What follows belongs to an exercise in optimizing a design on an open flow for small area; a production flow would make more cautious choices.
In this exercise RTL edits were held to simulation tests only and were not proved equivalent to the original.
Power is estimated from default activity; no workload was simulated.

**flow/design.v**
```verilog
module minicomp_core (
    input  wire       clk,
    input  wire       rst,           
    output wire [7:0] mem_addr,
    input  wire [7:0] mem_rdata,
    output wire       mem_we,
    output wire [7:0] mem_wdata,
    output wire [7:0] io_port,       
    output wire       io_rd,         
    input  wire [7:0] io_rdata,
    input  wire       io_present,    
    output wire       io_wr,         
    output wire [7:0] io_wdata
);
    reg [7:0] x0, x1, x2, x3;        
    reg [7:0] pc, ioa, t;            
    reg [7:0] ir;                    
    reg [3:0] fl;                    
    reg [4:0] cnt;                   
    reg       clr;                   
    reg       k;                     
    wire [2:0] ph  = cnt[2:0];
    wire [1:0] stp = cnt[4:3];
    wire ph0 = (ph == 3'd0);
    wire ph7 = (ph == 3'd7);
    wire sF  = (stp == 2'd0);
    wire s1  = (stp == 2'd1);
    wire s2  = (stp == 2'd2);
    wire s3  = (stp == 2'd3);
    wire [1:0] ra = ir[3:2];
    wire [1:0] rb = ir[1:0];
    wire alu  = ir[7];
    wire [2:0] op = ir[6:4];
    wire c_ld   = !alu && op == 3'd0;
    wire c_st   = !alu && op == 3'd1;
    wire c_dat  = !alu && op == 3'd2;
    wire c_jmpr = !alu && op == 3'd3;
    wire c_jmp  = !alu && op == 3'd4;
    wire c_jxx  = !alu && op == 3'd5;
    wire c_clf  = !alu && op == 3'd6;
    wire c_io   = !alu && op == 3'd7;
    wire c_ind  = c_io && ra == 2'd0;
    wire c_ina  = c_io && ra == 2'd1;
    wire c_outd = c_io && ra == 2'd2;
    wire c_outa = c_io && ra == 2'd3;
    wire taken  = (fl & ir[3:0]) != 4'd0;
    wire swap = (c_ld && (s1 || s2)) || (c_st && (s2 || s3));
    wire sel_a = swap || (alu && s1);
    wire [1:0] rs = sel_a ? ra : rb;
    reg xs;
    always @(*) begin
        case (rs)
            2'd0: xs = x0[0];
            2'd1: xs = x1[0];
            2'd2: xs = x2[0];
            default: xs = x3[0];
        endcase
    end
    wire a = t[0];
    wire b = xs;
    reg  c, cy;
    always @(*) begin
        c  = 1'b0;
        cy = 1'b0;
        case (op)
            3'd0: begin c = a ^ b ^ fl[3]; cy = (a & b) | (a & fl[3]) | (b & fl[3]); end
            3'd1: begin c = fl[3]; cy = a; end
            3'd2: begin c = ph7 ? fl[3] : t[1]; cy = ph7 ? t[1] : fl[3]; end
            3'd3: c = ~a;
            3'd4: c = a & b;
            3'd5: c = a | b;
            3'd6: c = a ^ b;
            default: c = 1'b0;
        endcase
    end
    wire gt_n = (a & ~b) | (~(a ^ b) & ~ph0 & fl[2]);
    wire eq_n = ~(a ^ b) & (ph0 | fl[1]);
    wire z_n  = ~c & (ph0 | fl[0]) & (op != 3'd7);
    wire alu_wr = s2 && alu && op != 3'd7;
    wire t_wb   = s3 && (c_ld || c_dat || c_ind);
    wire ina_wr = s1 && c_ina;
    wire xwe    = swap || alu_wr || t_wb || ina_wr;
    wire wbit   = clr ? 1'b0 :
                  swap ? pc[0] :
                  ina_wr ? ioa[0] :
                  alu_wr ? c : t[0];
    wire we0 = clr || (xwe && rs == 2'd0);
    wire we1 = clr || (xwe && rs == 2'd1);
    wire we2 = clr || (xwe && rs == 2'd2);
    wire we3 = clr || (xwe && rs == 2'd3);
    wire cin  = ph0 | k;
    wire inc  = sF || (s2 && (c_dat || c_jmp || c_jxx));
    wire pc_x = swap || (s1 && c_jmpr);
    wire pc_t = s3 && (c_jmp || (c_jxx && taken));
    wire pc_in = clr ? 1'b0 :
                 pc_x ? xs :
                 pc_t ? t[0] :
                 inc ? (pc[0] ^ cin) : pc[0];
    wire io_in = clr ? 1'b0 : (s1 && c_outa) ? xs : ioa[0];
    wire t_ser = s1 && (c_st || c_outd || c_ind || alu);
    wire t_ldm = s2 && ph0 && (c_ld || c_dat || c_jmp || c_jxx);
    wire t_ldi = s2 && ph0 && c_ind && io_present;
    assign mem_addr  = pc;
    assign mem_wdata = t;
    assign io_wdata  = t;
    assign io_port   = ioa;
    assign mem_we    = s3 && ph0 && c_st && !clr;
    assign io_rd     = s2 && ph0 && c_ind;
    assign io_wr     = s2 && ph0 && c_outd;
    always @(posedge clk) begin
        x0 <= {we0 ? wbit : x0[0], x0[7:1]};
        x1 <= {we1 ? wbit : x1[0], x1[7:1]};
        x2 <= {we2 ? wbit : x2[0], x2[7:1]};
        x3 <= {we3 ? wbit : x3[0], x3[7:1]};
        pc  <= {pc_in, pc[7:1]};
        ioa <= {io_in, ioa[7:1]};
        k   <= pc[0] & cin;
        if (t_ldm)
            t <= {mem_rdata[0], mem_rdata[7:1]};
        else if (t_ldi)
            t <= {io_rdata[0], io_rdata[7:1]};
        else
            t <= {t_ser ? xs : t[0], t[7:1]};
        if (sF && ph0)
            ir <= mem_rdata;
        if (clr || (s1 && c_clf))
            fl <= 4'd0;
        else if (s2 && alu)
            fl <= {cy, gt_n, eq_n, z_n};
        if (rst) begin
            cnt <= 5'b11000;
            clr <= 1'b1;
        end else begin
            cnt <= cnt + 5'd1;
            if (ph7) clr <= 1'b0;
        end
    end
endmodule
```
**flow/run.sh**
```bash
#!/bin/bash
# synth_recipe.tcl (not shown) runs the flow's synth.tcl, then flattens the netlist and writes it again
# the make line also repeats each setting of config.mk as NAME=value (left out here)
make -C /OpenROAD-flow-scripts/flow DESIGN_CONFIG=/design/flow/config.mk WORK_HOME=/design/flow/orfs CLKGATE_MAP_FILE= SYNTH_SCRIPT=/design/flow/synth_recipe.tcl finish
```
**flow/config.mk**
```make
export PLATFORM = sky130hd
export DESIGN_NAME = minicomp_core
export DESIGN_NICKNAME = minicomp_core
export VERILOG_FILES = /design/flow/design.v
export SDC_FILE = /design/flow/constraint.sdc
export NUM_CORES = 4
export LEC_CHECK = 0
export CAP_MARGIN = 20
export CORE_MARGIN = 2
export CORE_UTILIZATION = 40
export PLACE_DENSITY = 0.6
export SLEW_MARGIN = 20
```
**flow/constraint.sdc**
```tcl
create_clock -name core_clock -period 8.0 [get_ports {clk}]
set_input_delay 1.6000 -clock core_clock [delete_from_list [all_inputs] [get_ports {clk}]]
set_output_delay 1.6000 -clock core_clock [all_outputs]
set_load 0.01 [all_outputs]
```
==> results of run 1 <==
[logic make-up (layout without fill, tap and decap cells)]
| group | after synthesis | in the layout | synth area share, % |
|---|---|---|---|
| buffers and inverters | 30 | 81 | 5.05 |
| flip-flops | 75 | 75 | 54.1 |
| AND/OR/NAND/NOR | 75 | 75 | 13.9 |
| XOR/XNOR | 2 | 2 | 0.599 |
| adder cells (fa/ha/maj) | 10 | 10 | 4.53 |
| multiplexers | 22 | 22 | 8.00 |
| AO/OA/AOI/OAI | 56 | 56 | 13.8 |
[stage by stage]
| step | area (um^2) | cells | worst slack [ns] | power [mW] | hold WS, ns |
|---|---|---|---|---|---|
| after floorplan | 2930 | 270 | 4.20 | 0.410 | 0.310 |
| after global placement | 3480 | 404 | 3.77 | 0.429 | 0.312 |
| after detailed placement | 3480 | 404 | 3.67 | 0.429 | 0.313 |
| after CTS | 3660 | 420 | 3.59 | 0.699 | 0.331 |
| after global routing | 3660 | 420 | 3.25 | 0.718 | 0.337 |
| final | 3660 | 420 | 3.52 | 0.687 | 0.328 |
[cell type report]
| type | count | area (um^2) | share of cell area, % |
|---|---|---|---|
| Clock buffer | 11 | 153 | 4.17 |
| Clock inverter | 5 | 35.0 | 0.956 |
| Inverter | 12 | 45.0 | 1.23 |
| Multi-Input combinational cell | 165 | 1200 | 32.6 |
| Sequential cell | 75 | 1580 | 43.2 |
| Tap cell | 99 | 124 | 3.38 |
| Timing Repair Buffer | 53 | 531 | 14.5 |
[metal layers]
layer	vias up	part of all wire, %
met3	16	5.3
met4	0	2.2
met1	1017	46
li1	1056	-
met2	72	46
met5	-	0
[worst min-delay path by stage]
stage	start	endpoint	slack [ns]	cells past startpoint
global placement	x3[5]	x3[4]	0.31	0
CTS	x0[5]	x0[4]	0.33	0
global route	x0[1]	x0[0]	0.34	0
detailed placement	x1[1]	x1[0]	0.31	0
floorplan	x0[1]	x0[0]	0.31	0
finish	x3[2]	x3[1]	0.33	0
[cells in the final DEF, fill, tap and decap left out, drive strengths merged, types with 3 or more instances in the layout]
cell type      count
a31oi              4
nand2              8
a41oi              5
o21ai             10
a21oi             13
nor2b             10
edfxtp             8
dfxtp             67
mux2i             17
nand2b             4
nor3               4
clkdlybuf4s50     53
inv               13
nor4               4
clkbuf            11
mux2               5
a211oi             4
and3               3
ha                 9
nor2              20
or2                3
a22oi              4
clkinv             3
nand3              5
or3b               3
and2               3
[sequential cells by signal (all words and copies together) (netlist names)]
name  cells
x0        8
x1        8
cnt       5
pc        8
clr       1
ioa       8
fl        4
x3        8
x2        8
t         8
ir        8
k         1
[worst max-delay path: stages, from the launching register on]
cell and delay (ns):
edfxtp_1 0.64, nor3b_1 0.30, o41ai_4 0.47, mux2i_2 0.46, mux2_4 0.39, inv_1 0.08
fa_1 0.40, and2b_1 0.16, a2111oi_0 0.54, nor4_1 0.16, nor4_1 0.31, o21ai_0 0.22
a41oi_1 0.25
[power by group]
part	switching, mW	internal (mW)	leakage, nW	total (mW)
combinational	0.0126	0.0206	0.657	0.0332
clock	0.134	0.132	0.0948	0.266
sequential	0.00375	0.383	0.617	0.387
==> impl_metrics.xml, run 1 <==
<?xml version="1.0" encoding="UTF-8"?>
<metrics>
  <group name="cts">
    <metric name="cts.path.max_buffers" unit="">2</metric>
    <metric name="cts.htree.levels" unit="">3</metric>
    <metric name="inserted_clock_buffers" unit="">9</metric>
    <metric name="insertion_delay" unit="ns">0.35</metric>
    <metric name="clkSlewWorstSetupHoldPaths" unit="ns">0.08</metric>
    <metric name="post_cts_buffers" unit="">0</metric>
    <metric name="hold_buffers" unit="">0</metric>
    <metric name="cts-resized-gates" unit="">0</metric>
    <metric name="cts.root.buffer_cell" unit="">clkbuf_8</metric>
    <metric name="tritoncts_clock_tree" unit="">yes</metric>
    <metric name="tritoncts_sinks" unit="">75</metric>
  </group>
  <group name="cells_and_area">
    <metric name="flow.area_growth_from_synthesis" unit="%">25.3</metric>
    <metric name="count_of_fill_cells_added_during_filler_insertion" unit="">660</metric>
    <metric name="antenna_cells_inserted" unit="">0</metric>
    <metric name="final_nets" unit="">345</metric>
    <metric name="utilization" unit="%">51.1</metric>
    <metric name="ratio_of_cells_with_drive_above_1_in_the_final_layout" unit="%">9.35</metric>
  </group>
  <group name="timing">
    <metric name="finalSetupViolCount" unit="">0</metric>
    <metric name="final-max-slew-violation-count" unit="">0</metric>
    <metric name="report.final.hold_viol_count" unit="">0</metric>
    <metric name="tightestPinTransition" unit="ns">0.937</metric>
    <metric name="fin_worst_skew" unit="ns">0.0100</metric>
    <metric name="fin_tns_setup" unit="ns">0</metric>
    <metric name="timing.slew.headroom" unit="%">35.9</metric>
    <metric name="layout_worst_path_cycle_share" unit="%">56.0</metric>
    <metric name="unrepaired_setup_endpoints_after_global_routing" unit="">no</metric>
    <metric name="final_min_period" unit="ns">4.48</metric>
    <metric name="max_freq" unit="MHz">223</metric>
  </group>
  <group name="die">
    <metric name="initial_utilization" unit="%">40.8</metric>
    <metric name="core_region_area" unit="um^2">7180</metric>
    <metric name="die_w" unit="um">89.5</metric>
    <metric name="io-pin-count" unit="">54</metric>
    <metric name="fp.dieH" unit="um">89.5</metric>
    <metric name="die_area" unit="um^2">8010</metric>
    <metric name="fp-row-count" unit="">31</metric>
  </group>
  <group name="critical_path">
    <metric name="critPathKind" unit="">flip-flop to flip-flop</metric>
    <metric name="reg2regPathDepth" unit="">12</metric>
    <metric name="cp_data_required_time" unit="ns">8.26</metric>
    <metric name="cp-endpoint" unit="">x3[7]</metric>
    <metric name="critical_path.reg2reg.endpoint" unit="">x3[7]</metric>
    <metric name="worst_setup_path_startpoint" unit="">ir[4]</metric>
    <metric name="regToRegStartpoint" unit="">ir[4]</metric>
    <metric name="timing.critical_path.arrival" unit="ns">4.74</metric>
    <metric name="cp_launch_type" unit="">flip-flop</metric>
    <metric name="rrSetupSlack" unit="ns">3.52</metric>
    <metric name="critical_path_peak_fanout" unit="">20</metric>
    <metric name="crit_path_end_kind" unit="">flip-flop</metric>
  </group>
  <group name="detailed_routing">
    <metric name="drt-initial-drc-count" unit="">139</metric>
    <metric name="num_vias" unit="">2161</metric>
    <metric name="detail_route.drc_violations" unit="">0</metric>
    <metric name="drt_pre_antenna_iters" unit="">5</metric>
    <metric name="final_routed_wirelength_across_all_metal_layers" unit="um">6300</metric>
    <metric name="avgViaCountPerCell" unit="">5.15</metric>
    <metric name="postRouteAntennaNets" unit="">0</metric>
    <metric name="drt-wirelength-per-cell" unit="um">15.0</metric>
  </group>
  <group name="grt">
    <metric name="global_route.usage.met2" unit="%">25.0</metric>
    <metric name="initial_antenna_violation_count" unit="">0</metric>
    <metric name="grt_pass1_vias" unit="">2024</metric>
    <metric name="groute.layer.met1.usage" unit="%">21.5</metric>
    <metric name="grt_remaining_overflow" unit="">0</metric>
    <metric name="maximum_number_of_pins_on_one_net_before_global_route_repair" unit="">21</metric>
    <metric name="groute.layer.met3.usage" unit="%">4.89</metric>
    <metric name="grt_util_all_layers" unit="%">16.5</metric>
    <metric name="grt_pass1_wl" unit="um">9820</metric>
    <metric name="top_usage_layer_grt" unit="">met2</metric>
  </group>
  <group name="min_path">
    <metric name="min_path_type" unit="">flip-flop to flip-flop</metric>
  </group>
  <group name="synthesis">
    <metric name="yosys.area.top_type" unit="">dfxtp_1</metric>
    <metric name="synth-main-ff-cell" unit="">dfxtp_1</metric>
    <metric name="post_syn_nets" unit="">299</metric>
    <metric name="synthCells" unit="">270</metric>
    <metric name="synthesis.yosys.warnings" unit="">1</metric>
    <metric name="syn_area_per_cell" unit="um^2">10.8</metric>
    <metric name="synth.top_cell.area_share" unit="%">45.9</metric>
    <metric name="synth-edff-count" unit="">8</metric>
    <metric name="synthTopCellsByArea" unit="">dfxtp_1, edfxtp_1, mux2i_1</metric>
    <metric name="async_reset_ff_share" unit="%">0</metric>
    <metric name="synth_top_cells_by_count" unit="">dfxtp_1, nor2_1, mux2i_1</metric>
    <metric name="synth.ff_latch_count" unit="">75</metric>
    <metric name="synth_seq_area_share" unit="%">54.1</metric>
    <metric name="mappedNetlistArea" unit="um^2">2930</metric>
    <metric name="most_numerous_cell_in_the_yosys_netlist" unit="">dfxtp_1</metric>
    <metric name="netlist-cell-type-count" unit="">50</metric>
  </group>
  <group name="power">
    <metric name="power_per_cell_area" unit="nW/um^2">187</metric>
    <metric name="leakagePower" unit="nW">1.37</metric>
    <metric name="max-vdd-ir-drop" unit="mV">0.105</metric>
  </group>
  <group name="status">
    <metric name="outcome" unit="">finished clean</metric>
  </group>
  <group name="place">
    <metric name="detailedPlacementHpwl" unit="um">4440</metric>
    <metric name="gp_congestion" unit="">0.895</metric>
    <metric name="portBuffers" unit="">53</metric>
  </group>
  <group name="job">
    <metric name="drv.max_cap_violation_count" unit="">0</metric>
  </group>
</metrics>
==> inputs of run 2 (changes only) <==
--- a/flow/config.mk
+++ b/flow/config.mk
@@ -5,6 +5,7 @@
 export SDC_FILE = /design/flow/constraint.sdc
 export NUM_CORES = 4
 export LEC_CHECK = 0
+export ABC_AREA = 1
 export CAP_MARGIN = 20
 export CORE_MARGIN = 2
 export CORE_UTILIZATION = 40
==> impl_metrics.xml, run 2 <==
<?xml version="1.0" encoding="UTF-8"?>
<metrics>
  <group name="power">
    <metric name="power_per_cell_area" unit="nW/um^2">203</metric>
    <metric name="total_power" unit="mW">0.734</metric>
    <metric name="leakagePower" unit="nW">1.53</metric>
    <metric name="max-vdd-ir-drop" unit="mV">0.119</metric>
  </group>
  <group name="critical_path">
    <metric name="timing.critical_path.max_delay_family" unit="">buffers and inverters</metric>
    <metric name="crit_path_end_kind" unit="">output port</metric>
    <metric name="cp_launch_type" unit="">flip-flop</metric>
    <metric name="worstPathCellList" unit="">inv_1 -&gt; ha_1 -&gt; inv_1 -&gt; nor2_1 -&gt; inv_1 -&gt; nor2_1 -&gt; inv_1 -&gt; nor2_8 -&gt; clkdlybuf4s50_1</metric>
    <metric name="regToRegStartpoint" unit="">cnt[3]</metric>
    <metric name="cp_data_required_time" unit="ns">6.40</metric>
    <metric name="critPathKind" unit="">flip-flop to output port</metric>
    <metric name="critical_path_peak_fanout" unit="">10</metric>
    <metric name="slowest_delay" unit="ns">0.57</metric>
    <metric name="worst_setup_path_startpoint" unit="">cnt[0]</metric>
    <metric name="worst_path_most_repeated_cell" unit="">inv_1</metric>
    <metric name="cp_num_buf_inv" unit="">5</metric>
    <metric name="critical-path-slowest-cell" unit="">clkdlybuf4s50_1</metric>
    <metric name="timing.critical_path.arrival" unit="ns">2.45</metric>
  </group>
  <group name="cells_and_area">
    <metric name="ratio_of_cells_with_drive_above_1_in_the_final_layout" unit="%">9.73</metric>
    <metric name="final_nets" unit="">394</metric>
    <metric name="count_of_fill_cells_added_during_filler_insertion" unit="">669</metric>
    <metric name="antenna_cells_inserted" unit="">0</metric>
    <metric name="final_common_cell" unit="">dfxtp_1</metric>
    <metric name="flow.area_growth_from_synthesis" unit="%">27.3</metric>
    <metric name="most-common-layout-cells" unit="">dfxtp_1, clkdlybuf4s50_1, nand2_1</metric>
  </group>
  <group name="synthesis">
    <metric name="most_numerous_cell_in_the_yosys_netlist" unit="">dfxtp_1</metric>
    <metric name="post_syn_nets" unit="">342</metric>
    <metric name="synthesis.yosys.warnings" unit="">1</metric>
    <metric name="yosys.area.top_type" unit="">dfxtp_1</metric>
    <metric name="synth-edff-count" unit="">8</metric>
    <metric name="mappedNetlistArea" unit="um^2">2840</metric>
    <metric name="async_reset_ff_share" unit="%">0</metric>
    <metric name="syn_area_per_cell" unit="um^2">9.07</metric>
    <metric name="netlist-cell-type-count" unit="">36</metric>
    <metric name="synth-main-ff-cell" unit="">dfxtp_1</metric>
    <metric name="synthCells" unit="">313</metric>
    <metric name="synth.top_cell.area_share" unit="%">47.3</metric>
    <metric name="synth.ff_latch_count" unit="">75</metric>
    <metric name="synth_seq_area_share" unit="%">55.7</metric>
    <metric name="synthTopCellsByArea" unit="">dfxtp_1, edfxtp_1, nand2_1</metric>
    <metric name="synth_top_cells_by_count" unit="">dfxtp_1, nand2_1, inv_1</metric>
  </group>
  <group name="timing">
    <metric name="final_min_period" unit="ns">4.05</metric>
    <metric name="max_freq" unit="MHz">247</metric>
    <metric name="fin_tns_setup" unit="ns">0</metric>
    <metric name="unrepaired_setup_endpoints_after_global_routing" unit="">no</metric>
    <metric name="fin_worst_skew" unit="ns">0.0148</metric>
    <metric name="hold_slack" unit="ns">0.328</metric>
    <metric name="report.final.hold_viol_count" unit="">0</metric>
    <metric name="layout_worst_path_cycle_share" unit="%">50.6</metric>
    <metric name="timing.slew.headroom" unit="%">48.0</metric>
    <metric name="finalSetupViolCount" unit="">0</metric>
    <metric name="tightestPinTransition" unit="ns">0.777</metric>
    <metric name="final-max-slew-violation-count" unit="">0</metric>
  </group>
  <group name="min_path">
    <metric name="worst_hold_startpoint" unit="">x1[2]</metric>
    <metric name="min_path_type" unit="">flip-flop to flip-flop</metric>
  </group>
  <group name="cts">
    <metric name="cts-resized-gates" unit="">0</metric>
    <metric name="clkSlewWorstSetupHoldPaths" unit="ns">0.08</metric>
    <metric name="tritoncts_sinks" unit="">75</metric>
    <metric name="cts.root.buffer_cell" unit="">clkbuf_8</metric>
    <metric name="inserted_clock_buffers" unit="">9</metric>
    <metric name="tritoncts_clock_tree" unit="">yes</metric>
    <metric name="hold_buffers" unit="">0</metric>
    <metric name="post_cts_buffers" unit="">0</metric>
    <metric name="insertion_delay" unit="ns">0.35</metric>
    <metric name="cts.htree.levels" unit="">3</metric>
    <metric name="cts.path.max_buffers" unit="">2</metric>
  </group>
  <group name="grt">
    <metric name="grt_pass1_vias" unit="">2237</metric>
    <metric name="grt_pass1_wl" unit="um">10500</metric>
    <metric name="initial_antenna_violation_count" unit="">0</metric>
    <metric name="grt_remaining_overflow" unit="">0</metric>
    <metric name="grt_util_all_layers" unit="%">17.8</metric>
    <metric name="maximum_number_of_pins_on_one_net_before_global_route_repair" unit="">17</metric>
  </group>
  <group name="place">
    <metric name="gp_congestion" unit="">0.928</metric>
    <metric name="portBuffers" unit="">53</metric>
    <metric name="detailedPlacementHpwl" unit="um">4620</metric>
  </group>
  <group name="detailed_routing">
    <metric name="drt_pre_antenna_iters" unit="">4</metric>
    <metric name="detail_route.drc_violations" unit="">0</metric>
    <metric name="avgViaCountPerCell" unit="">4.79</metric>
    <metric name="final_routed_wirelength_across_all_metal_layers" unit="um">6260</metric>
    <metric name="drt-initial-drc-count" unit="">151</metric>
    <metric name="num_vias" unit="">2230</metric>
    <metric name="postRouteAntennaNets" unit="">0</metric>
    <metric name="drt-wirelength-per-cell" unit="um">13.4</metric>
  </group>
  <group name="die">
    <metric name="initial_utilization" unit="%">41.5</metric>
    <metric name="core_region_area" unit="um^2">6830</metric>
    <metric name="die_w" unit="um">88.2</metric>
    <metric name="io-pin-count" unit="">54</metric>
    <metric name="die_area" unit="um^2">7780</metric>
    <metric name="fp-row-count" unit="">30</metric>
    <metric name="fp.dieH" unit="um">88.2</metric>
  </group>
  <group name="status">
    <metric name="outcome" unit="">finished clean</metric>
  </group>
  <group name="job">
    <metric name="drv.max_cap_violation_count" unit="">0</metric>
  </group>
</metrics>
run 2: cell type report:
class	instances	area [um^2]	area share [%]
tap	96	120	3.32
clock inverter	6	51.3	1.42
timing repair buffer	53	531	14.7
sequential	75	1580	43.8
clock buffer	10	149	4.12
multi-input combinational	186	1030	28.5
inverter	40	150	4.16
run 2: cells by family after synthesis:
family          after synthesis  share of synthesized area, %
buf+inv                      52                          8.24
compound gates               42                          9.13
flops                        75                          55.7
fa+ha+maj                    10                          4.67
simple gates                134                          22.2
run 2: final timing paths:
path	end	slack (ns)	cells after the start
hold reg to reg	x1[1]	0.33	0
setup / recovery	io_rd	3.95	9
hold / removal	x1[1]	0.33	0
setup reg to reg	x0[7]	4.54	19
run 2: per-layer routing:
metal	track usage, %	wire (um)	up-vias
li1	-	-	1132
met1	23.2	3000	1010
met5	0	0	-
met2	27.8	2770	82
met3	5.88	410	6
met4	6.89	75	0
run 2: report_power, final:
| group | switching, mW | total [mW] | leakage (nW) | internal (mW) |
|---|---|---|---|---|
| sequential | 0.00700 | 0.393 | 0.615 | 0.386 |
| combinational | 0.0241 | 0.0562 | 0.812 | 0.0321 |
| clock | 0.148 | 0.285 | 0.101 | 0.136 |
| total | 0.180 | 0.734 | 1.53 | 0.555 |
run 2: per-stage QoR:
stage	instance area, um^2	util [%]	setup WS (ns)	std cells
finish	3610	52.9	3.95	466
global route	3610	52.9	3.71	466
CTS	3600	52.8	4.00	466
detailed placement	3400	49.8	4.42	450
global placement	3400	49.8	4.41	450
floorplan	2840	-	5.15	313
==> inputs of run 3 (changes only) <==
==> flow/flow/run.sh (new file) <==
#!/bin/bash
# Standard ORFS layout (the standard.sh), with two changes to how it is built:
# the port buffers are the smallest buffer cell, and clock tree synthesis uses
# smaller clock buffers and no dummy loads. Full make output goes to standard.log;
# each ORFS step also keeps its own log under orfs/logs/.
set -euo pipefail
export BUFFER_PORTS_ARGS="-buffer_cell sky130_fd_sc_hd__buf_1"
export CTS_ARGS="-sink_clustering_enable -repair_clock_nets -dont_use_dummy_load -buf_list sky130_fd_sc_hd__clkbuf_8 -root_buf sky130_fd_sc_hd__clkbuf_8"
bash standard.sh > standard.log 2>&1
==> flow/standard.sh (new file) <==
#!/bin/bash
# synth_recipe.tcl (not shown) runs the flow's synth.tcl, then flattens the netlist and writes it again
# the make line also repeats each setting of config.mk as NAME=value (left out here)
make -C /OpenROAD-flow-scripts/flow DESIGN_CONFIG=/design/flow/config.mk WORK_HOME=/design/flow/orfs CLKGATE_MAP_FILE= SYNTH_SCRIPT=/design/flow/synth_recipe.tcl "${@:-finish}"
removed: flow/run.sh
==> impl_metrics.xml, run 3 <==
<?xml version="1.0" encoding="UTF-8"?>
<metrics>
  <group name="status">
    <metric name="outcome" unit="">finished clean</metric>
  </group>
  <group name="synthesis">
    <metric name="synthTopCellsByArea" unit="">dfxtp_1, edfxtp_1, nand2_1</metric>
    <metric name="synth.top_cell.area_share" unit="%">47.3</metric>
    <metric name="netlist-cell-type-count" unit="">36</metric>
    <metric name="mappedNetlistArea" unit="um^2">2840</metric>
    <metric name="synth.ff_latch_count" unit="">75</metric>
    <metric name="synthCells" unit="">313</metric>
    <metric name="synth.area.mux_share" unit="%">0</metric>
    <metric name="synth_top_family_by_area" unit="">simple AND/OR/NAND/NOR gates</metric>
    <metric name="post_syn_nets" unit="">342</metric>
    <metric name="synth_seq_area_share" unit="%">55.7</metric>
    <metric name="yosys.area_share.xor_xnor" unit="%">0</metric>
    <metric name="syn_area_per_cell" unit="um^2">9.07</metric>
    <metric name="synth_top_cells_by_count" unit="">dfxtp_1, nand2_1, inv_1</metric>
    <metric name="compound_gate_portion_of_the_synthesized_area" unit="%">9.13</metric>
    <metric name="synth_adder_area_share" unit="%">4.67</metric>
    <metric name="synth-edff-count" unit="">8</metric>
    <metric name="synth-main-ff-cell" unit="">dfxtp_1</metric>
    <metric name="synthesis.yosys.warnings" unit="">1</metric>
    <metric name="yosys.area.top_type" unit="">dfxtp_1</metric>
    <metric name="most_numerous_cell_in_the_yosys_netlist" unit="">dfxtp_1</metric>
    <metric name="async_reset_ff_share" unit="%">0</metric>
    <metric name="post_synth_and_or_nand_nor_area_fraction" unit="%">22.2</metric>
  </group>
  <group name="place">
    <metric name="portBuffers" unit="">53</metric>
    <metric name="gp_congestion" unit="">0.921</metric>
    <metric name="detailedPlacementHpwl" unit="um">4460</metric>
    <metric name="post-place-cells" unit="">450</metric>
  </group>
  <group name="timing">
    <metric name="finalSetupViolCount" unit="">0</metric>
    <metric name="final-max-slew-violation-count" unit="">0</metric>
    <metric name="report.final.hold_viol_count" unit="">0</metric>
    <metric name="final_min_period" unit="ns">3.75</metric>
    <metric name="fin_tns_setup" unit="ns">0</metric>
    <metric name="layout_worst_path_cycle_share" unit="%">46.9</metric>
    <metric name="max_freq" unit="MHz">267</metric>
    <metric name="fin_worst_skew" unit="ns">0.0305</metric>
    <metric name="tightestPinTransition" unit="ns">0.781</metric>
    <metric name="unrepaired_setup_endpoints_after_global_routing" unit="">no</metric>
    <metric name="timing.slew.headroom" unit="%">47.7</metric>
  </group>
  <group name="detailed_routing">
    <metric name="drt_pre_antenna_iters" unit="">4</metric>
    <metric name="detail_route.drc_violations" unit="">0</metric>
    <metric name="final_routed_wirelength_across_all_metal_layers" unit="um">5980</metric>
    <metric name="avgViaCountPerCell" unit="">4.84</metric>
    <metric name="postRouteAntennaNets" unit="">0</metric>
    <metric name="drt-wirelength-per-cell" unit="um">13.0</metric>
    <metric name="num_vias" unit="">2223</metric>
    <metric name="drt-initial-drc-count" unit="">101</metric>
  </group>
  <group name="die">
    <metric name="die_area" unit="um^2">7780</metric>
    <metric name="io-pin-count" unit="">54</metric>
    <metric name="fp-row-count" unit="">30</metric>
    <metric name="initial_utilization" unit="%">41.5</metric>
    <metric name="fp.dieH" unit="um">88.2</metric>
    <metric name="die_w" unit="um">88.2</metric>
    <metric name="core_region_area" unit="um^2">6830</metric>
  </group>
  <group name="critical_path">
    <metric name="rrSetupSlack" unit="ns">4.72</metric>
    <metric name="cp_launch_type" unit="">flip-flop</metric>
    <metric name="regToRegStartpoint" unit="">cnt[4]</metric>
    <metric name="critical_path_peak_fanout" unit="">10</metric>
    <metric name="timing.critical_path.arrival" unit="ns">2.15</metric>
    <metric name="cp_data_required_time" unit="ns">6.40</metric>
    <metric name="critical_path.reg2reg.endpoint" unit="">x3[7]</metric>
    <metric name="crit_path_end_kind" unit="">output port</metric>
    <metric name="critPathKind" unit="">flip-flop to output port</metric>
    <metric name="reg2regPathDepth" unit="">18</metric>
  </group>
  <group name="cts">
    <metric name="clkSlewWorstSetupHoldPaths" unit="ns">0.09</metric>
    <metric name="tritoncts_clock_tree" unit="">yes</metric>
    <metric name="tritoncts_sinks" unit="">75</metric>
    <metric name="cts-resized-gates" unit="">0</metric>
    <metric name="post_cts_buffers" unit="">0</metric>
    <metric name="inserted_clock_buffers" unit="">9</metric>
    <metric name="cts.htree.levels" unit="">3</metric>
    <metric name="cts.root.buffer_cell" unit="">clkbuf_8</metric>
    <metric name="insertion_delay" unit="ns">0.34</metric>
    <metric name="hold_buffers" unit="">0</metric>
    <metric name="cts.path.max_buffers" unit="">2</metric>
  </group>
  <group name="power">
    <metric name="power_per_cell_area" unit="nW/um^2">201</metric>
    <metric name="max-vdd-ir-drop" unit="mV">0.177</metric>
    <metric name="leakagePower" unit="nW">1.36</metric>
  </group>
  <group name="job">
    <metric name="drv.max_cap_violation_count" unit="">0</metric>
  </group>
  <group name="cells_and_area">
    <metric name="post_layout_nonfiller_instances" unit="">459</metric>
    <metric name="multi_input_comb_area" unit="um^2">1030</metric>
    <metric name="layout.area.seq" unit="um^2">1580</metric>
    <metric name="antenna_cells_inserted" unit="">0</metric>
    <metric name="final_common_cell" unit="">dfxtp_1</metric>
    <metric name="flow.area_growth_from_synthesis" unit="%">13.0</metric>
    <metric name="final_nets" unit="">394</metric>
    <metric name="count_of_fill_cells_added_during_filler_insertion" unit="">686</metric>
    <metric name="ratio_of_cells_with_drive_above_1_in_the_final_layout" unit="%">7.99</metric>
    <metric name="most-common-layout-cells" unit="">dfxtp_1, buf_1, nand2_1</metric>
  </group>
  <group name="min_path">
    <metric name="min_path_type" unit="">flip-flop to flip-flop</metric>
    <metric name="worst_hold_startpoint" unit="">x3[3]</metric>
    <metric name="whs_path_depth" unit="">0</metric>
    <metric name="hold_path_end" unit="">x3[2]</metric>
  </group>
  <group name="grt">
    <metric name="grt_util_all_layers" unit="%">16.9</metric>
    <metric name="grt_remaining_overflow" unit="">0</metric>
    <metric name="maximum_number_of_pins_on_one_net_before_global_route_repair" unit="">17</metric>
    <metric name="grt_pass1_vias" unit="">2130</metric>
    <metric name="grt_pass1_wl" unit="um">10000</metric>
    <metric name="initial_antenna_violation_count" unit="">0</metric>
  </group>
</metrics>
## run 3: logic make-up (layout without fill, tap and decap cells)
family                     after synthesis  after routing
AOI/OAI and AO/OA                       42             42
adders and majority gates               10             10
buffers and inverters                   52            102
DFF                                     75             75
and+or+nand+nor                        134            134
## run 3: final cells by class
type                    count  share of cell area [%]
well taps                  96                    3.75
multi-input cells         186                    32.2
inverters                  40                    4.68
clock buffers               9                    3.86
flip-flops and latches     75                    49.3
repair buffers             53                    6.21
## run 3: worst max-delay path, stage by stage, from the launching register on
cell and delay (ns):
dfxtp_1 0.34, inv_1 0.06, ha_1 0.14, inv_1 0.04, nor2_1 0.25, inv_1 0.09, nor2_1 0.31, inv_1 0.20
nor2_8 0.22, buf_1 0.17
## run 3: power by group
part / leakage [nW] / switching, mW / total [mW] / internal [mW]
sequential: 0.615 / 0.00675 / 0.394 / 0.387
clock: 0.0647 / 0.112 / 0.212 / 0.100
combinational: 0.677 / 0.0231 / 0.0370 / 0.0139
total: 1.36 / 0.142 / 0.643 / 0.501
## run 3: per-stage QoR
step	setup slack [ns]	cell area, um^2	util [%]	hold WS [ns]	total power [mW]
after global placement	4.64	3070	45.0	0.311	0.439
after detailed placement	4.66	3070	45.0	0.312	0.439
after floorplan	5.15	2840	-	0.310	0.430
after global routing	4.05	3210	46.9	0.318	0.676
final	4.25	3210	46.9	0.309	0.643
after CTS	4.29	3200	46.8	0.308	0.654
## run 3: per-layer routing
metal / vias to the layer above / routed length, um / global-route usage [%]
met3: 8 / 490 / 5.13
li1: 1125 / - / -
met1: 1002 / 2800 / 22.9
met4: 0 / 79 / 7.02
met2: 88 / 2610 / 25.4
met5: - / 0 / 0
## run 3: how the worst max path moves through the flow
| stage | startpoint | endpoint | slack (ns) | cells after the start |
|---|---|---|---|---|
| 4_1_cts | cnt[0] | io_rd | 4.29 | 9 |
| 2_1_floorplan | cnt[0] | io_wr | 5.15 | 8 |
| 5_1_grt | cnt[0] | io_rd | 4.05 | 9 |
| 3_5_place_dp | cnt[0] | io_rd | 4.66 | 9 |
| 6_report | cnt[0] | io_rd | 4.25 | 9 |
| 3_3_place_gp | cnt[0] | io_rd | 4.64 | 9 |
==> inputs of run 4 (changes only) <==
==> flow/flow/run.sh (replaced) <==
#!/bin/bash
# Own layout flow: the standard flow (standard.sh), with
#  1. the standard synthesis, unchanged, followed by an area-oriented re-mapping of
#     the combinational logic only (flow/resyn.ys; flip-flops untouched);
#  2. port buffers of the smallest buffer cell;
#  3. clock tree synthesis with small clock buffers and no dummy loads.
# Each tool's full output goes to its own log in this folder; ORFS steps also keep
# their logs under orfs/logs/.
set -euo pipefail
W=$(pwd)
R=$W/orfs/results/${FLOW_PLATFORM}/minicomp_core/base
LIB=$FLOW_HOME/platforms/${FLOW_PLATFORM}/lib/sky130_fd_sc_hd__tt_025C_1v80.lib
YOSYS=$FLOW_HOME/../tools/install/yosys/bin/yosys
[[ -x $YOSYS ]] || YOSYS=yosys
export BUFFER_PORTS_ARGS="-buffer_cell sky130_fd_sc_hd__buf_1"
export CTS_ARGS="-sink_clustering_enable -repair_clock_nets -dont_use_dummy_load -buf_list sky130_fd_sc_hd__clkbuf_8 -root_buf sky130_fd_sc_hd__clkbuf_8 -sink_clustering_size 40 -sink_clustering_max_diameter 100"

bash standard.sh synth > synth.log 2>&1
cp $R/1_2_yosys.v $W/std_1_2_yosys.v
sed -e "s#@LIB@#$LIB#g" -e "s#@IN@#$W/std_1_2_yosys.v#g" -e "s#@OUT@#$W/resyn_1_2_yosys.v#g" \
    -e "s#@TOP@#$FLOW_TOP#g" -e "s#@ABC@#$W/flow/resyn.abc#g" flow/resyn.ys > resyn_run.ys
$YOSYS -s resyn_run.ys > resyn.log 2>&1
cp $W/resyn_1_2_yosys.v $R/1_2_yosys.v
bash standard.sh do-1_synth > synth_odb.log 2>&1
bash standard.sh > standard.log 2>&1
==> flow/flow/resyn.abc (new file) <==
strash
&get -n
&deepsyn -T 20
&put
dch -f
map -a
mfs2
strash
dch -f
map -a
topo
==> flow/flow/resyn.ys (new file) <==
# Re-map the combinational logic of the standard synthesis netlist for area.
# The flip-flops are kept as they are (same instances, names and cell types):
# they are black boxes here, so abc only sees the logic between them.
read_liberty -ignore_miss_func @LIB@
read_verilog @IN@
hierarchy -top @TOP@
blackbox sky130_fd_sc_hd__*df*
flatten
opt_clean -purge
abc -liberty @LIB@ -dont_use *probe* -dont_use *lpflow* -dont_use *clkdly* -dont_use *dlygate* -dont_use *dlymetal* -script @ABC@
read_liberty -lib -ignore_redef @LIB@
splitnets
opt_clean -purge
hilomap -singleton -hicell sky130_fd_sc_hd__conb_1 HI -locell sky130_fd_sc_hd__conb_1 LO
insbuf -buf sky130_fd_sc_hd__buf_1 A X
check -assert
stat -liberty @LIB@
write_verilog -noattr -nohex -nodec @OUT@
==> impl_metrics.xml, run 4 <==
<?xml version="1.0" encoding="UTF-8"?>
<metrics>
  <group name="status">
    <metric name="outcome" unit="">finished clean</metric>
  </group>
  <group name="cts">
    <metric name="cts-resized-gates" unit="">0</metric>
    <metric name="post_cts_buffers" unit="">0</metric>
    <metric name="cts.root.buffer_cell" unit="">clkbuf_8</metric>
    <metric name="hold_buffers" unit="">0</metric>
    <metric name="inserted_clock_buffers" unit="">9</metric>
    <metric name="tritoncts_clock_tree" unit="">yes</metric>
    <metric name="clkSlewWorstSetupHoldPaths" unit="ns">0.07</metric>
    <metric name="cts.path.max_buffers" unit="">2</metric>
    <metric name="tritoncts_sinks" unit="">75</metric>
    <metric name="insertion_delay" unit="ns">0.33</metric>
    <metric name="cts.htree.levels" unit="">3</metric>
  </group>
  <group name="power">
    <metric name="max-vdd-ir-drop" unit="mV">0.143</metric>
    <metric name="leakagePower" unit="nW">1.00</metric>
    <metric name="power_per_cell_area" unit="nW/um^2">223</metric>
    <metric name="total_power" unit="mW">0.628</metric>
  </group>
  <group name="cells_and_area">
    <metric name="ratio_of_cells_with_drive_above_1_in_the_final_layout" unit="%">3.21</metric>
    <metric name="final_nets" unit="">333</metric>
    <metric name="final_common_cell" unit="">dfxtp_1</metric>
    <metric name="most-common-layout-cells" unit="">dfxtp_1, buf_1, nor2_1</metric>
    <metric name="count_of_fill_cells_added_during_filler_insertion" unit="">589</metric>
    <metric name="antenna_cells_inserted" unit="">0</metric>
    <metric name="flow.area_growth_from_synthesis" unit="%">14.4</metric>
  </group>
  <group name="synthesis">
    <metric name="synthCells" unit="">268</metric>
    <metric name="post_syn_nets" unit="">287</metric>
    <metric name="mappedNetlistArea" unit="um^2">2470</metric>
    <metric name="synthesis.yosys.warnings" unit="">1</metric>
    <metric name="syn_area_per_cell" unit="um^2">9.20</metric>
  </group>
  <group name="die">
    <metric name="fp.dieH" unit="um">82.5</metric>
    <metric name="io-pin-count" unit="">54</metric>
    <metric name="core_region_area" unit="um^2">5960</metric>
    <metric name="initial_utilization" unit="%">41.4</metric>
    <metric name="die_area" unit="um^2">6810</metric>
    <metric name="fp-row-count" unit="">28</metric>
    <metric name="die_w" unit="um">82.5</metric>
  </group>
  <group name="detailed_routing">
    <metric name="postRouteAntennaNets" unit="">0</metric>
    <metric name="drt-initial-drc-count" unit="">69</metric>
    <metric name="drt-wirelength-per-cell" unit="um">12.7</metric>
    <metric name="avgViaCountPerCell" unit="">4.83</metric>
    <metric name="num_vias" unit="">1871</metric>
    <metric name="drt_pre_antenna_iters" unit="">4</metric>
    <metric name="final_routed_wirelength_across_all_metal_layers" unit="um">4930</metric>
    <metric name="detail_route.drc_violations" unit="">0</metric>
  </group>
  <group name="timing">
    <metric name="final-max-slew-violation-count" unit="">0</metric>
    <metric name="timing.slew.headroom" unit="%">55.4</metric>
    <metric name="fin_worst_skew" unit="ns">0.0201</metric>
    <metric name="layout_worst_path_cycle_share" unit="%">48.8</metric>
    <metric name="tightestPinTransition" unit="ns">0.666</metric>
    <metric name="report.final.hold_viol_count" unit="">0</metric>
    <metric name="max_freq" unit="MHz">256</metric>
    <metric name="fin_tns_setup" unit="ns">0</metric>
    <metric name="unrepaired_setup_endpoints_after_global_routing" unit="">no</metric>
    <metric name="hold_slack" unit="ns">0.311</metric>
    <metric name="finalSetupViolCount" unit="">0</metric>
    <metric name="final_min_period" unit="ns">3.90</metric>
  </group>
  <group name="min_path">
    <metric name="min_path_type" unit="">flip-flop to flip-flop</metric>
    <metric name="whs_path_depth" unit="">0</metric>
    <metric name="worst_hold_startpoint" unit="">x2[6]</metric>
  </group>
  <group name="critical_path">
    <metric name="cp_launch_type" unit="">flip-flop</metric>
    <metric name="worstPathCellList" unit="">clkinv_1 -&gt; nor3_1 -&gt; nand2_1 -&gt; nand2_1 -&gt; nand2_1 -&gt; clkinv_1 -&gt; a21oi_1 -&gt; o21ai_0 -&gt; clkinv_1 -&gt; nor2_1 -&gt; nor2_1 -&gt; o21ai_0 -&gt; nand2_1 -&gt; clkinv_1 -&gt; nand2_1 -&gt; a22oi_1 -&gt; xnor2_1 -&gt; o2111ai_1 -&gt; o211ai_1 -&gt; o21ai_0 -&gt; nand3_1 -&gt; o21ai_0</metric>
    <metric name="timing.critical_path.arrival" unit="ns">4.15</metric>
    <metric name="regToRegStartpoint" unit="">cnt[3]</metric>
    <metric name="cp_num_buf_inv" unit="">4</metric>
    <metric name="critical-path-slowest-cell" unit="">dfxtp_1</metric>
    <metric name="critical_path_peak_fanout" unit="">10</metric>
    <metric name="cp-endpoint" unit="">x2[7]</metric>
    <metric name="critical_path_cell_count" unit="">22</metric>
    <metric name="timing.critical_path.max_delay_family" unit="">compound AO/OA/AOI/OAI gates</metric>
    <metric name="worst_setup_path_startpoint" unit="">cnt[3]</metric>
    <metric name="critPathKind" unit="">flip-flop to flip-flop</metric>
    <metric name="slowest_delay" unit="ns">0.53</metric>
    <metric name="worst_path_most_repeated_cell" unit="">nand2_1</metric>
    <metric name="critical_path.reg2reg.endpoint" unit="">x2[7]</metric>
    <metric name="rrSetupSlack" unit="ns">4.10</metric>
    <metric name="cp_data_required_time" unit="ns">8.25</metric>
    <metric name="reg2regPathDepth" unit="">22</metric>
    <metric name="crit_path_end_kind" unit="">flip-flop</metric>
  </group>
  <group name="place">
    <metric name="detailedPlacementHpwl" unit="um">3760</metric>
    <metric name="gp_congestion" unit="">0.963</metric>
    <metric name="portBuffers" unit="">53</metric>
  </group>
  <group name="grt">
    <metric name="grt_remaining_overflow" unit="">0</metric>
    <metric name="grt_util_all_layers" unit="%">16.3</metric>
    <metric name="initial_antenna_violation_count" unit="">0</metric>
    <metric name="grt_pass1_vias" unit="">1702</metric>
    <metric name="grt_pass1_wl" unit="um">7960</metric>
    <metric name="maximum_number_of_pins_on_one_net_before_global_route_repair" unit="">15</metric>
  </group>
  <group name="job">
    <metric name="drv.max_cap_violation_count" unit="">0</metric>
  </group>
</metrics>
run 4: final cells by class:
type	count	area (um^2)	area share [%]
well taps	75	93.8	3.33
repair buffers	53	199	7.05
multi-input cells	142	698	24.8
clock buffers	9	124	4.39
inverters	33	124	4.39
flip-flops and latches	75	1580	56.1
run 4: worst min-delay path by stage:
stage	end	slack (ns)
after floorplan	x0[0]	0.31
after global placement	x0[4]	0.31
after detailed placement	x0[0]	0.31
after CTS	x2[5]	0.31
after global routing	x2[1]	0.32
final	x2[5]	0.31
run 4: per-layer routing:
layer / track usage (%) / wire length (um) / vias to the layer above
met5: 0 / 0 / -
li1: - / - / 974
met3: 5.22 / 325 / 11
met2: 25.0 / 2200 / 72
met1: 21.0 / 2310 / 814
met4: 7.05 / 92 / 0
run 4: worst reg2reg max path, stage by stage (launching register included):
cell and delay, ns:
dfxtp_1 0.53, clkinv_1 0.20, nor3_1 0.31, nand2_1 0.11
nand2_1 0.08, nand2_1 0.05, clkinv_1 0.10, a21oi_1 0.08
o21ai_0 0.51, clkinv_1 0.28, nor2_1 0.14, nor2_1 0.04
o21ai_0 0.08, nand2_1 0.11, clkinv_1 0.08, nand2_1 0.10
a22oi_1 0.19, xnor2_1 0.10, o2111ai_1 0.10, o211ai_1 0.11
o21ai_0 0.26, nand3_1 0.13, o21ai_0 0.16
run 4: metrics by stage:
| stage | instance area, um^2 | instances | worst slack [ns] | util [%] |
|---|---|---|---|---|
| CTS | 2820 | 387 | 4.13 | 47.3 |
| floorplan | 2470 | 268 | 4.83 | - |
| detailed placement | 2690 | 378 | 4.16 | 45.2 |
| global placement | 2690 | 378 | 4.32 | 45.2 |
| global route | 2820 | 387 | 3.51 | 47.4 |
| finish | 2820 | 387 | 4.10 | 47.4 |
run 4: power breakdown:
group / total (mW) / internal (mW) / switching (mW)
registers: 0.389 / 0.385 / 0.00439
clock network: 0.212 / 0.100 / 0.112
logic: 0.0270 / 0.00964 / 0.0173
==> inputs of run 5 (changes only) <==
--- a/flow/flow/run.sh
+++ b/flow/flow/run.sh
@@ -13,7 +13,7 @@
 YOSYS=$FLOW_HOME/../tools/install/yosys/bin/yosys
 [[ -x $YOSYS ]] || YOSYS=yosys
 export BUFFER_PORTS_ARGS="-buffer_cell sky130_fd_sc_hd__buf_1"
-export CTS_ARGS="-sink_clustering_enable -repair_clock_nets -dont_use_dummy_load -buf_list sky130_fd_sc_hd__clkbuf_8 -root_buf sky130_fd_sc_hd__clkbuf_8 -sink_clustering_size 40 -sink_clustering_max_diameter 100"
+export CTS_ARGS="-sink_clustering_enable -repair_clock_nets -dont_use_dummy_load -buf_list sky130_fd_sc_hd__clkbuf_16 -root_buf sky130_fd_sc_hd__clkbuf_16 -sink_clustering_size 80 -sink_clustering_max_diameter 200"
 
 bash standard.sh synth > synth.log 2>&1
 cp $R/1_2_yosys.v $W/std_1_2_yosys.v
==> impl_metrics.xml, run 5 <==
<?xml version="1.0" encoding="UTF-8"?>
<metrics>
  <group name="grt">
    <metric name="grt_pass1_vias" unit="">1703</metric>
    <metric name="grt_remaining_overflow" unit="">0</metric>
    <metric name="maximum_number_of_pins_on_one_net_before_global_route_repair" unit="">15</metric>
    <metric name="grt_util_all_layers" unit="%">16.5</metric>
    <metric name="grt_pass1_wl" unit="um">8070</metric>
    <metric name="initial_antenna_violation_count" unit="">0</metric>
  </group>
  <group name="cells_and_area">
    <metric name="final_nets" unit="">333</metric>
    <metric name="ratio_of_cells_with_drive_above_1_in_the_final_layout" unit="%">3.21</metric>
    <metric name="flow.area_growth_from_synthesis" unit="%">18.5</metric>
    <metric name="count_of_fill_cells_added_during_filler_insertion" unit="">581</metric>
    <metric name="antenna_cells_inserted" unit="">0</metric>
    <metric name="most-common-layout-cells" unit="">dfxtp_1, buf_1, nor2_1</metric>
    <metric name="final_common_cell" unit="">dfxtp_1</metric>
  </group>
  <group name="status">
    <metric name="outcome" unit="">finished clean</metric>
  </group>
  <group name="cts">
    <metric name="hold_buffers" unit="">0</metric>
    <metric name="cts.root.buffer_cell" unit="">clkbuf_16</metric>
    <metric name="insertion_delay" unit="ns">0.32</metric>
    <metric name="tritoncts_sinks" unit="">75</metric>
    <metric name="cts.path.max_buffers" unit="">2</metric>
    <metric name="clkSlewWorstSetupHoldPaths" unit="ns">0.05</metric>
    <metric name="cts-resized-gates" unit="">0</metric>
    <metric name="post_cts_buffers" unit="">0</metric>
    <metric name="inserted_clock_buffers" unit="">9</metric>
    <metric name="cts.htree.levels" unit="">3</metric>
    <metric name="tritoncts_clock_tree" unit="">yes</metric>
  </group>
  <group name="job">
    <metric name="drv.max_cap_violation_count" unit="">0</metric>
  </group>
  <group name="critical_path">
    <metric name="worst_setup_path_startpoint" unit="">cnt[3]</metric>
    <metric name="critical_path_peak_fanout" unit="">10</metric>
    <metric name="cp_launch_type" unit="">flip-flop</metric>
    <metric name="regToRegStartpoint" unit="">cnt[3]</metric>
    <metric name="critPathKind" unit="">flip-flop to flip-flop</metric>
    <metric name="timing.critical_path.arrival" unit="ns">4.17</metric>
    <metric name="cp_data_required_time" unit="ns">8.24</metric>
    <metric name="crit_path_end_kind" unit="">flip-flop</metric>
  </group>
  <group name="timing">
    <metric name="fin_worst_skew" unit="ns">0.0157</metric>
    <metric name="unrepaired_setup_endpoints_after_global_routing" unit="">no</metric>
    <metric name="fin_tns_setup" unit="ns">0</metric>
    <metric name="tightestPinTransition" unit="ns">0.661</metric>
    <metric name="setup_ws" unit="ns">4.07</metric>
    <metric name="final-max-slew-violation-count" unit="">0</metric>
    <metric name="layout_worst_path_cycle_share" unit="%">49.1</metric>
    <metric name="finalSetupViolCount" unit="">0</metric>
    <metric name="report.final.hold_viol_count" unit="">0</metric>
    <metric name="timing.slew.headroom" unit="%">55.7</metric>
    <metric name="max_freq" unit="MHz">254</metric>
    <metric name="final_min_period" unit="ns">3.93</metric>
  </group>
  <group name="detailed_routing">
    <metric name="postRouteAntennaNets" unit="">0</metric>
    <metric name="drt-wirelength-per-cell" unit="um">12.7</metric>
    <metric name="avgViaCountPerCell" unit="">4.84</metric>
    <metric name="drt_pre_antenna_iters" unit="">4</metric>
    <metric name="drt-initial-drc-count" unit="">64</metric>
    <metric name="detail_route.drc_violations" unit="">0</metric>
    <metric name="num_vias" unit="">1875</metric>
    <metric name="final_routed_wirelength_across_all_metal_layers" unit="um">4930</metric>
  </group>
  <group name="synthesis">
    <metric name="syn_area_per_cell" unit="um^2">9.20</metric>
    <metric name="mappedNetlistArea" unit="um^2">2470</metric>
    <metric name="synthesis.yosys.warnings" unit="">1</metric>
    <metric name="synthCells" unit="">268</metric>
    <metric name="post_syn_nets" unit="">287</metric>
  </group>
  <group name="die">
    <metric name="die_area" unit="um^2">6810</metric>
    <metric name="core_region_area" unit="um^2">5960</metric>
    <metric name="fp-row-count" unit="">28</metric>
    <metric name="io-pin-count" unit="">54</metric>
    <metric name="fp.dieH" unit="um">82.5</metric>
    <metric name="initial_utilization" unit="%">41.4</metric>
    <metric name="die_w" unit="um">82.5</metric>
  </group>
  <group name="place">
    <metric name="place_worst_setup_slack" unit="ns">4.16</metric>
    <metric name="gp_congestion" unit="">0.963</metric>
    <metric name="detailedPlacementHpwl" unit="um">3760</metric>
    <metric name="portBuffers" unit="">53</metric>
  </group>
  <group name="power">
    <metric name="total_power" unit="mW">0.739</metric>
    <metric name="leakagePower" unit="nW">1.05</metric>
    <metric name="max-vdd-ir-drop" unit="mV">0.203</metric>
    <metric name="power_per_cell_area" unit="nW/um^2">253</metric>
  </group>
  <group name="min_path">
    <metric name="worst_hold_startpoint" unit="">x2[6]</metric>
    <metric name="min_path_type" unit="">flip-flop to flip-flop</metric>
  </group>
</metrics>
## run 5: final timing paths
path | cells past startpoint | end | slack [ns]
max reg2reg | 22 | x2[7] | 4.07
min | 0 | x2[5] | 0.31
min reg2reg | 0 | x2[5] | 0.31
max | 22 | x2[7] | 4.07
## run 5: metrics by stage
step / cells / cell area (um^2) / hold WS, ns / utilization [%]
after detailed placement: 378 / 2690 / 0.312 / 45.2
after floorplan: 268 / 2470 / 0.310 / -
after global routing: 387 / 2920 / 0.322 / 49.1
after global placement: 378 / 2690 / 0.311 / 45.2
final: 387 / 2920 / 0.311 / 49.1
after CTS: 387 / 2920 / 0.314 / 49.0
## run 5: power by group
part           switching, mW  total [mW]  internal [mW]
combinational         0.0174      0.0270        0.00964
sequential           0.00443       0.390          0.386
clock                  0.125       0.322          0.197
## run 5: area by class of cell
type                    instances  area, um^2  share of cell area [%]
inverters                      33         124                    4.24
multi-input cells             142         698                    23.9
flip-flops and latches         75        1580                    54.1
clock buffers                   9         225                    7.71
repair buffers                 53         199                    6.81
well taps                      75        93.8                    3.21
## run 5: metal layers
layer  vias up  track usage, %  routed length [um]
met5         -               0                   0
met4         0            8.03                 106
met3        11            5.22                 293
met2        67            25.2                2230
met1       827            21.2                2300
li1        970               -                   -
## run 5: critical path, cell delays in order (launching register included)
cell	delay (ns)
dfxtp_1	0.53
clkinv_1	0.19
nor3_1	0.30
nand2_1	0.11
nand2_1	0.08
nand2_1	0.05
clkinv_1	0.10
a21oi_1	0.08
o21ai_0	0.53
clkinv_1	0.28
nor2_1	0.14
nor2_1	0.04
o21ai_0	0.08
nand2_1	0.11
clkinv_1	0.08
nand2_1	0.10
a22oi_1	0.19
xnor2_1	0.10
o2111ai_1	0.10
o211ai_1	0.11
o21ai_0	0.26
nand3_1	0.13
o21ai_0	0.17
==> inputs of run 6 (changes only) <==
--- a/flow/design.v
+++ b/flow/design.v
@@ -56,26 +56,28 @@
             default: xs = x3[0];
         endcase
     end
-    wire a = t[0];
-    wire b = xs;
+    wire a  = t[0];
+    wire b  = xs;
+    wire d  = a ^ b;
+    wire f3 = fl[3];
     reg  c, cy;
     always @(*) begin
         c  = 1'b0;
         cy = 1'b0;
         case (op)
-            3'd0: begin c = a ^ b ^ fl[3]; cy = (a & b) | (a & fl[3]) | (b & fl[3]); end
-            3'd1: begin c = fl[3]; cy = a; end
-            3'd2: begin c = ph7 ? fl[3] : t[1]; cy = ph7 ? t[1] : fl[3]; end
+            3'd0: begin c = d ^ f3; cy = d ? f3 : a; end
+            3'd1: begin c = f3; cy = a; end
+            3'd2: begin c = ph7 ? f3 : t[1]; cy = ph7 ? t[1] : f3; end
             3'd3: c = ~a;
             3'd4: c = a & b;
             3'd5: c = a | b;
-            3'd6: c = a ^ b;
+            3'd6: c = d;
             default: c = 1'b0;
         endcase
     end
-    wire gt_n = (a & ~b) | (~(a ^ b) & ~ph0 & fl[2]);
-    wire eq_n = ~(a ^ b) & (ph0 | fl[1]);
-    wire z_n  = ~c & (ph0 | fl[0]) & (op != 3'd7);
+    wire gt_n = d ? a : fl[2];
+    wire eq_n = ~d & fl[1];
+    wire z_n  = ~c & fl[0];
     wire alu_wr = s2 && alu && op != 3'd7;
     wire t_wb   = s3 && (c_ld || c_dat || c_ind);
     wire ina_wr = s1 && c_ina;
@@ -125,6 +127,8 @@
             ir <= mem_rdata;
         if (clr || (s1 && c_clf))
             fl <= 4'd0;
+        else if (s1 && alu)
+            fl[2:0] <= {2'b01, op != 3'd7};
         else if (s2 && alu)
             fl <= {cy, gt_n, eq_n, z_n};
         if (rst) begin
--- a/flow/flow/run.sh
+++ b/flow/flow/run.sh
@@ -13,7 +13,7 @@
 YOSYS=$FLOW_HOME/../tools/install/yosys/bin/yosys
 [[ -x $YOSYS ]] || YOSYS=yosys
 export BUFFER_PORTS_ARGS="-buffer_cell sky130_fd_sc_hd__buf_1"
-export CTS_ARGS="-sink_clustering_enable -repair_clock_nets -dont_use_dummy_load -buf_list sky130_fd_sc_hd__clkbuf_16 -root_buf sky130_fd_sc_hd__clkbuf_16 -sink_clustering_size 80 -sink_clustering_max_diameter 200"
+export CTS_ARGS="-sink_clustering_enable -repair_clock_nets -dont_use_dummy_load -buf_list sky130_fd_sc_hd__clkbuf_8 -root_buf sky130_fd_sc_hd__clkbuf_8 -sink_clustering_size 40 -sink_clustering_max_diameter 100"
 
 bash standard.sh synth > synth.log 2>&1
 cp $R/1_2_yosys.v $W/std_1_2_yosys.v
==> impl_metrics.xml, run 6 <==
<?xml version="1.0" encoding="UTF-8"?>
<metrics>
  <group name="die">
    <metric name="die_w" unit="um">82.5</metric>
    <metric name="die_area" unit="um^2">6810</metric>
    <metric name="fp.dieH" unit="um">82.5</metric>
    <metric name="initial_utilization" unit="%">41.4</metric>
    <metric name="core_region_area" unit="um^2">5960</metric>
    <metric name="fp-row-count" unit="">28</metric>
    <metric name="io-pin-count" unit="">54</metric>
  </group>
  <group name="cells_and_area">
    <metric name="final_common_cell" unit="">dfxtp_1</metric>
    <metric name="utilization" unit="%">47.4</metric>
    <metric name="count_of_fill_cells_added_during_filler_insertion" unit="">567</metric>
    <metric name="multi_input_comb_area" unit="um^2">693</metric>
    <metric name="flow.area_growth_from_synthesis" unit="%">14.4</metric>
    <metric name="most-common-layout-cells" unit="">dfxtp_1, buf_1, nor2_1</metric>
    <metric name="antenna_cells_inserted" unit="">0</metric>
    <metric name="layout.area.seq" unit="um^2">1580</metric>
    <metric name="design_area" unit="um^2">2820</metric>
    <metric name="final_nets" unit="">337</metric>
    <metric name="post_layout_nonfiller_instances" unit="">391</metric>
    <metric name="ratio_of_cells_with_drive_above_1_in_the_final_layout" unit="%">3.16</metric>
  </group>
  <group name="place">
    <metric name="detailedPlacementHpwl" unit="um">3550</metric>
    <metric name="post-place-cells" unit="">382</metric>
    <metric name="portBuffers" unit="">53</metric>
    <metric name="place_worst_setup_slack" unit="ns">3.94</metric>
    <metric name="detailed_place.area" unit="um^2">2700</metric>
    <metric name="gp_congestion" unit="">0.942</metric>
  </group>
  <group name="critical_path">
    <metric name="cp_launch_type" unit="">flip-flop</metric>
    <metric name="crit_path_end_kind" unit="">flip-flop</metric>
    <metric name="worst_setup_path_startpoint" unit="">cnt[3]</metric>
    <metric name="cp_data_required_time" unit="ns">8.21</metric>
    <metric name="critical_path.reg2reg.endpoint" unit="">x0[7]</metric>
    <metric name="timing.critical_path.arrival" unit="ns">4.30</metric>
    <metric name="regToRegStartpoint" unit="">cnt[3]</metric>
    <metric name="cp-endpoint" unit="">x0[7]</metric>
    <metric name="critical_path_peak_fanout" unit="">7</metric>
    <metric name="reg2regPathDepth" unit="">27</metric>
    <metric name="critPathKind" unit="">flip-flop to flip-flop</metric>
    <metric name="rrSetupSlack" unit="ns">3.91</metric>
  </group>
  <group name="grt">
    <metric name="grt_remaining_overflow" unit="">0</metric>
    <metric name="grt_pass1_vias" unit="">1678</metric>
    <metric name="maximum_number_of_pins_on_one_net_before_global_route_repair" unit="">15</metric>
    <metric name="grt_pass1_wl" unit="um">7670</metric>
    <metric name="grt_util_all_layers" unit="%">15.6</metric>
    <metric name="initial_antenna_violation_count" unit="">0</metric>
  </group>
  <group name="timing">
    <metric name="final_min_period" unit="ns">4.09</metric>
    <metric name="fin_worst_skew" unit="ns">0.0184</metric>
    <metric name="final-max-slew-violation-count" unit="">0</metric>
    <metric name="finalSetupViolCount" unit="">0</metric>
    <metric name="setup_ws" unit="ns">3.91</metric>
    <metric name="layout_worst_path_cycle_share" unit="%">51.2</metric>
    <metric name="unrepaired_setup_endpoints_after_global_routing" unit="">no</metric>
    <metric name="tightestPinTransition" unit="ns">0.724</metric>
    <metric name="hold_slack" unit="ns">0.310</metric>
    <metric name="max_freq" unit="MHz">244</metric>
    <metric name="report.final.hold_viol_count" unit="">0</metric>
    <metric name="timing.slew.headroom" unit="%">51.3</metric>
    <metric name="fin_tns_setup" unit="ns">0</metric>
  </group>
  <group name="cts">
    <metric name="cts.root.buffer_cell" unit="">clkbuf_8</metric>
    <metric name="insertion_delay" unit="ns">0.34</metric>
    <metric name="tritoncts_clock_tree" unit="">yes</metric>
    <metric name="cts.htree.levels" unit="">3</metric>
    <metric name="cts.path.max_buffers" unit="">2</metric>
    <metric name="post_cts_buffers" unit="">0</metric>
    <metric name="inserted_clock_buffers" unit="">9</metric>
    <metric name="hold_buffers" unit="">0</metric>
    <metric name="clkSlewWorstSetupHoldPaths" unit="ns">0.08</metric>
    <metric name="tritoncts_sinks" unit="">75</metric>
    <metric name="cts-resized-gates" unit="">0</metric>
  </group>
  <group name="synthesis">
    <metric name="mappedNetlistArea" unit="um^2">2470</metric>
    <metric name="post_syn_nets" unit="">290</metric>
    <metric name="syn_area_per_cell" unit="um^2">9.10</metric>
    <metric name="synthCells" unit="">271</metric>
    <metric name="synthesis.yosys.warnings" unit="">1</metric>
  </group>
  <group name="power">
    <metric name="power_per_cell_area" unit="nW/um^2">220</metric>
    <metric name="leakagePower" unit="nW">0.996</metric>
    <metric name="max-vdd-ir-drop" unit="mV">0.115</metric>
    <metric name="total_power" unit="mW">0.621</metric>
  </group>
  <group name="detailed_routing">
    <metric name="avgViaCountPerCell" unit="">4.86</metric>
    <metric name="drt-wirelength-per-cell" unit="um">12.2</metric>
    <metric name="postRouteAntennaNets" unit="">0</metric>
    <metric name="drt_pre_antenna_iters" unit="">4</metric>
    <metric name="drt-initial-drc-count" unit="">130</metric>
    <metric name="num_vias" unit="">1899</metric>
    <metric name="final_routed_wirelength_across_all_metal_layers" unit="um">4780</metric>
    <metric name="detail_route.drc_violations" unit="">0</metric>
  </group>
  <group name="min_path">
    <metric name="min_path_type" unit="">flip-flop to flip-flop</metric>
  </group>
  <group name="job">
    <metric name="drv.max_cap_violation_count" unit="">0</metric>
  </group>
  <group name="status">
    <metric name="outcome" unit="">finished clean</metric>
  </group>
</metrics>
[run 6: cell count changes in the layout (fill, tap and decap cells not counted), sizes merged, moves of 2 or more]
cell	previous run	this run
a32oi	0	2
nand3	11	9
o211ai	6	2
a21oi	11	13
a211oi	3	1
nor2	40	47
[run 6: how the worst min path moves through the flow]
stage,cells past startpoint,from,end
4_1_cts,0,x3[3],x3[2]
3_3_place_gp,0,x3[6],x3[5]
6_report,0,x3[3],x3[2]
3_5_place_dp,0,x1[4],x1[3]
5_1_grt,0,x3[3],x3[2]
2_1_floorplan,0,x0[1],x0[0]
[run 6: area by class of cell]
| cell class | count | share of cell area, % |
|---|---|---|
| Inverter | 33 | 4.39 |
| Tap cell | 75 | 3.33 |
| Sequential cell | 75 | 56.1 |
| Clock buffer | 9 | 4.39 |
| Timing Repair Buffer | 54 | 7.23 |
| Multi-Input combinational cell | 145 | 24.6 |
[run 6: worst max-delay path: stages (launching register included)]
cell and delay (ns):
dfxtp_1 0.46, clkinv_1 0.18, nor2_1 0.17, clkinv_1 0.14, nor2_1 0.14, nand2_1 0.08
nand2_1 0.06, nand2_1 0.09, clkinv_1 0.08, a21oi_1 0.06, o21ai_0 0.40, clkinv_1 0.19
nor2_1 0.12, o21ai_0 0.09, nand2_1 0.16, clkinv_1 0.11, nor2_1 0.14, nor2_1 0.07
clkinv_1 0.06, a21oi_1 0.07, nor2_1 0.10, clkinv_1 0.09, nor3_1 0.23, nand2_1 0.09
o2111ai_1 0.12, a21oi_1 0.11, a21oi_1 0.24, o21ai_0 0.12
[run 6: metal layers]
metal / share of wire (%) / up-vias / GRT usage, %
met5: 0 / - / 0
met4: 2.5 / 0 / 8.20
met3: 8.1 / 13 / 5.87
met2: 42 / 82 / 23.2
met1: 48 / 822 / 19.5
li1: - / 982 / -
[run 6: where the power goes]
part           switching, mW  total, mW  internal, mW
Sequential           0.00406      0.389         0.385
Clock                  0.109      0.209         0.100
Combinational         0.0149     0.0233       0.00847

==> what the ideal ports hide <==
How much do the figures lean on ideal ports? The routed layouts below were timed once more, with nothing changed but the port constraints.
Step 1 sets driving cells, clkbuf_16 on the clock port and buf_2 on the other inputs (assumed; they add their load-dependent delay and slew).
Step 2, shift: input delay + t, output delay - t, t = (earliest + latest rising clock arrival at the registers) / 2. This alone moves slack from input paths to output paths.
Slacks: ideal ports / drivers / drivers and shift; pairs: ideal ports / drivers.
run	t, ns	setup slack, ns	worst hold slack (ns)	worst register clock-pin slew, ns	worst data-port slew with drivers (ns)
run 1	0.374	3.520 / 3.520 / 3.520	0.328 / 0.328 / 0.328	0.08 / 0.08	0.05
run 2	0.369	3.953 / 3.924 / 4.293	0.328 / 0.328 / 0.328	0.09 / 0.09	0.03
run 3	0.357	4.252 / 4.220 / 4.577	0.309 / 0.309 / 0.309	0.09 / 0.09	0.03
run 4	0.352	4.095 / 4.095 / 4.095	0.311 / 0.311 / 0.311	0.08 / 0.08	0.03
run 5	0.348	4.069 / 4.069 / 4.069	0.311 / 0.311 / 0.311	0.06 / 0.06	0.03
run 6	0.362	3.908 / 3.908 / 3.908	0.310 / 0.310 / 0.310	0.08 / 0.08	0.03
After both steps every run listed still meets setup and hold.
